This design comes from an exercise in tuning for a short achievable clock period and few clock cycles on the open sky130 flow, not from production work. The RTL was checked by simulation tests, not by an equivalence proof against the original design. The flow treats the clock pin as an ideal source, which a real chip does not have.

## oak
==> flow/design.v (excerpt) <==
module mips_pipe #(
    parameter [31:0] FETCH_END = 32'd4096,
    parameter [31:0] DMEM_SIZE = 32'd4096
) (
    input  wire        clk,
    input  wire        rst,
    output wire [31:0] imem_addr,
    input  wire [31:0] imem_rdata,
    output reg         dmem_re,
    output reg         dmem_we,
    output reg  [31:0] dmem_addr,
    output reg  [31:0] dmem_wdata,
    input  wire [31:0] dmem_rdata,
    output reg         halted,
    output reg  [2:0]  halt_cause,
    output reg  [31:0] halt_pc
);
For scale: roughly 8,600 cells after synthesis, about 1,800 flip-flops.
Settings: LEC_CHECK=0, CAP_MARGIN=20, CORE_MARGIN=2, CORE_UTILIZATION=55, PLACE_DENSITY=0.75, SLEW_MARGIN=20; clock period 10.0 ns.
standard.sh (not shown) runs the stock make flow with config.mk's settings and CLKGATE_MAP_FILE= SYNTH_SCRIPT=/design/flow/synth_recipe.tcl, a recipe that flattens the netlist after the stock synthesis.
==> flow/flow/run.sh <==
#!/bin/bash
# The standard layout (standard.sh) with these changes:
#  - synthesis maps adders to plain gates for ABC instead of full/half-adder cells
#    (ADDER_MAP_FILE empty); everything else, registers included, as standard;
#  - after CTS, fix.tcl sizes the port buffers and repeats the setup repair in steps, then upsizes cells on the worst paths (greedy.tcl).
set -euo pipefail
ARGS="ADDER_MAP_FILE= SETUP_SLACK_MARGIN=6.5"
bash standard.sh $ARGS cts > standard_cts.log 2>&1
RESULTS=$PWD/orfs/results/sky130hd/mips_pipe/base FIX_MARGINS="5.0 5.5 5.8 6.0 6.2 6.4 6.6" \
    openroad -no_init -exit flow/fix.tcl > fix.log 2>&1
bash standard.sh $ARGS finish > standard_finish.log 2>&1
Other scripts of this flow, unchanged in this note and not shown: flow/flow/fix.tcl, flow/flow/greedy.tcl
Testbench counts of oak, summed over its fixed seeds: cycles 67,224.
### oak -> pine
-- flow/design.v --
<<< oak, line 166
                  ((uses_rs && idex_dest == id_rs) || (uses_rt && idex_dest == id_rt));
    wire issue = ifid_v && !redirect && !hazard;
    assign imem_addr = {pc[31:16], pc_sel ? pc_tgt[15:0] : pc_seq[15:0]};
    wire [31:0] pc_plus4 = pc + 32'd4;
    wire pc_in_range = (pc[31:12] == 20'd0);
>>> pine, line 166
                  ((uses_rs && idex_dest == id_rs) || (uses_rt && idex_dest == id_rt));
    wire issue = ifid_v && !redirect && !hazard;
    assign imem_addr = pc_sel ? pc_tgt : pc_seq;
    wire [31:0] pc_plus4 = pc + 32'd4;
    wire pc_in_range = (pc[31:12] == 20'd0);
<<< oak, line 174
    wire f_eqf = (w[25:21] == w[20:16]);
    wire f_bt  = f_eqf ? !w[26] : (w[26] || w[15]);
    wire f_bb  = (w[31:27] == 5'b00010) && f_bt && f_short && fb_in;
    wire [31:0] f_jtgt = {pc_plus4[31:28], w[25:0], 2'b00};
    wire        f_short = (w[15:7] == 9'h000) || (w[15:7] == 9'h1ff);
    wire [8:0]  fb_lo  = {1'b0, pc[9:2]} + {1'b0, w[7:0]} + 9'd1;
    wire        fb_in  = (fb_lo[8] == w[7]);
    wire [31:0] f_btgt = {pc[31:10], fb_lo[7:0], 2'b00};
    wire [31:0] ras_top = (ras_sp == 2'd0) ? ras0 : (ras_sp == 2'd1) ? ras1 :
                          (ras_sp == 2'd2) ? ras2 : ras3;
>>> pine, line 174
    wire f_eqf = (w[25:21] == w[20:16]);
    wire f_bt  = f_eqf ? !w[26] : (w[26] || w[15]);
    wire f_bb  = (w[31:27] == 5'b00010) && f_bt && f_short;
    wire [31:0] f_jtgt = {pc_plus4[31:28], w[25:0], 2'b00};
    wire        f_short = (w[15:7] == 9'h000) || (w[15:7] == 9'h1ff);
    wire [8:0]  fb_lo  = {1'b0, pc[9:2]} + {1'b0, w[7:0]} + 9'd1;
    wire [21:0] fb_hi0 = pc[31:10];
    wire [21:0] fb_hip = pc[31:10] + 22'd1;
    wire [21:0] fb_him = pc[31:10] - 22'd1;
    wire        fb_c   = fb_lo[8];
    wire [21:0] fb_hi  = (fb_c == w[7]) ? fb_hi0 : fb_c ? fb_hip : fb_him;
    wire [31:0] f_btgt = {fb_hi, fb_lo[7:0], 2'b00};
    wire [31:0] ras_top = (ras_sp == 2'd0) ? ras0 : (ras_sp == 2'd1) ? ras1 :
                          (ras_sp == 2'd2) ? ras2 : ras3;
## What came out
Between pine and oak, detailed placer's ending HPWL is lower for pine, oak comes in above that.
In pine, the final weighted congestion of routability-driven global placement came out 0.74% below the value in oak.
Fmax: pine higher than oak
pine: multiplexer area fraction after synthesis is 0.24 points higher than what oak reported.
Delta (pine minus oak): count of unique library cells instantiated by Yosys went up 4.5%, count of nets after finishing picked up an extra 0.54%.
Relative to oak, the global-route wire length before repair measured on pine has decreased by a few percent.
Re worst setup slack: pine is 65 ps up on oak.
pine ends up with higher length of the first detailed-routing pass in iterations than oak does.
Between pine and oak, the met2 global-route usage is lower for pine.
Comparing the two runs side by side, pine comes out behind oak on detailed-route via count.
Status: XOR/XNOR share of the synthesized area parity (oak, pine)
Summary: with oak as the reference, synthesized cell count in pine moved up slightly.
oak did not stop at any stage, and its layout met the timing, DRC and antenna checks.
Although it ran to completion, pine produced a layout that fails the final checks because of antenna rules.
Testbench counts of pine, summed over its fixed seeds: cycles 67,136.

## what the ideal ports hide
No port has a modelled driver above. Below, the same layouts with a new extraction and two added sets of constraints. Step 1 assumes that a clkbuf_16 drives the clock port and a buf_2 every other input. Step 2 adds t to the input delays and takes it off the output delays; t is the mean of the earliest and latest rising clock arrival at the registers after step 1. Input paths then give back, and output paths get back, about the clock's delay inside the block. Three values: ideal, step 1, step 2; two values: the first two.
| run | shift t [ns] | slack for setup (ns) | worst hold slack (ns) | worst setup path at the end | worst slew at a driven data input, ns |
|---|---|---|---|---|---|
| oak | 0.945 | 5.769 / 5.698 / 5.030 | 0.334 / 0.334 / 0.334 | input to register | 0.14 |
| pine | 0.939 | 5.834 / 5.795 / 4.933 | 0.322 / 0.322 / 0.322 | input to register | 0.12 |
The setup slack of pine, which loses most, moves by -0.039 ns with the drivers and by -0.901 ns with both steps.
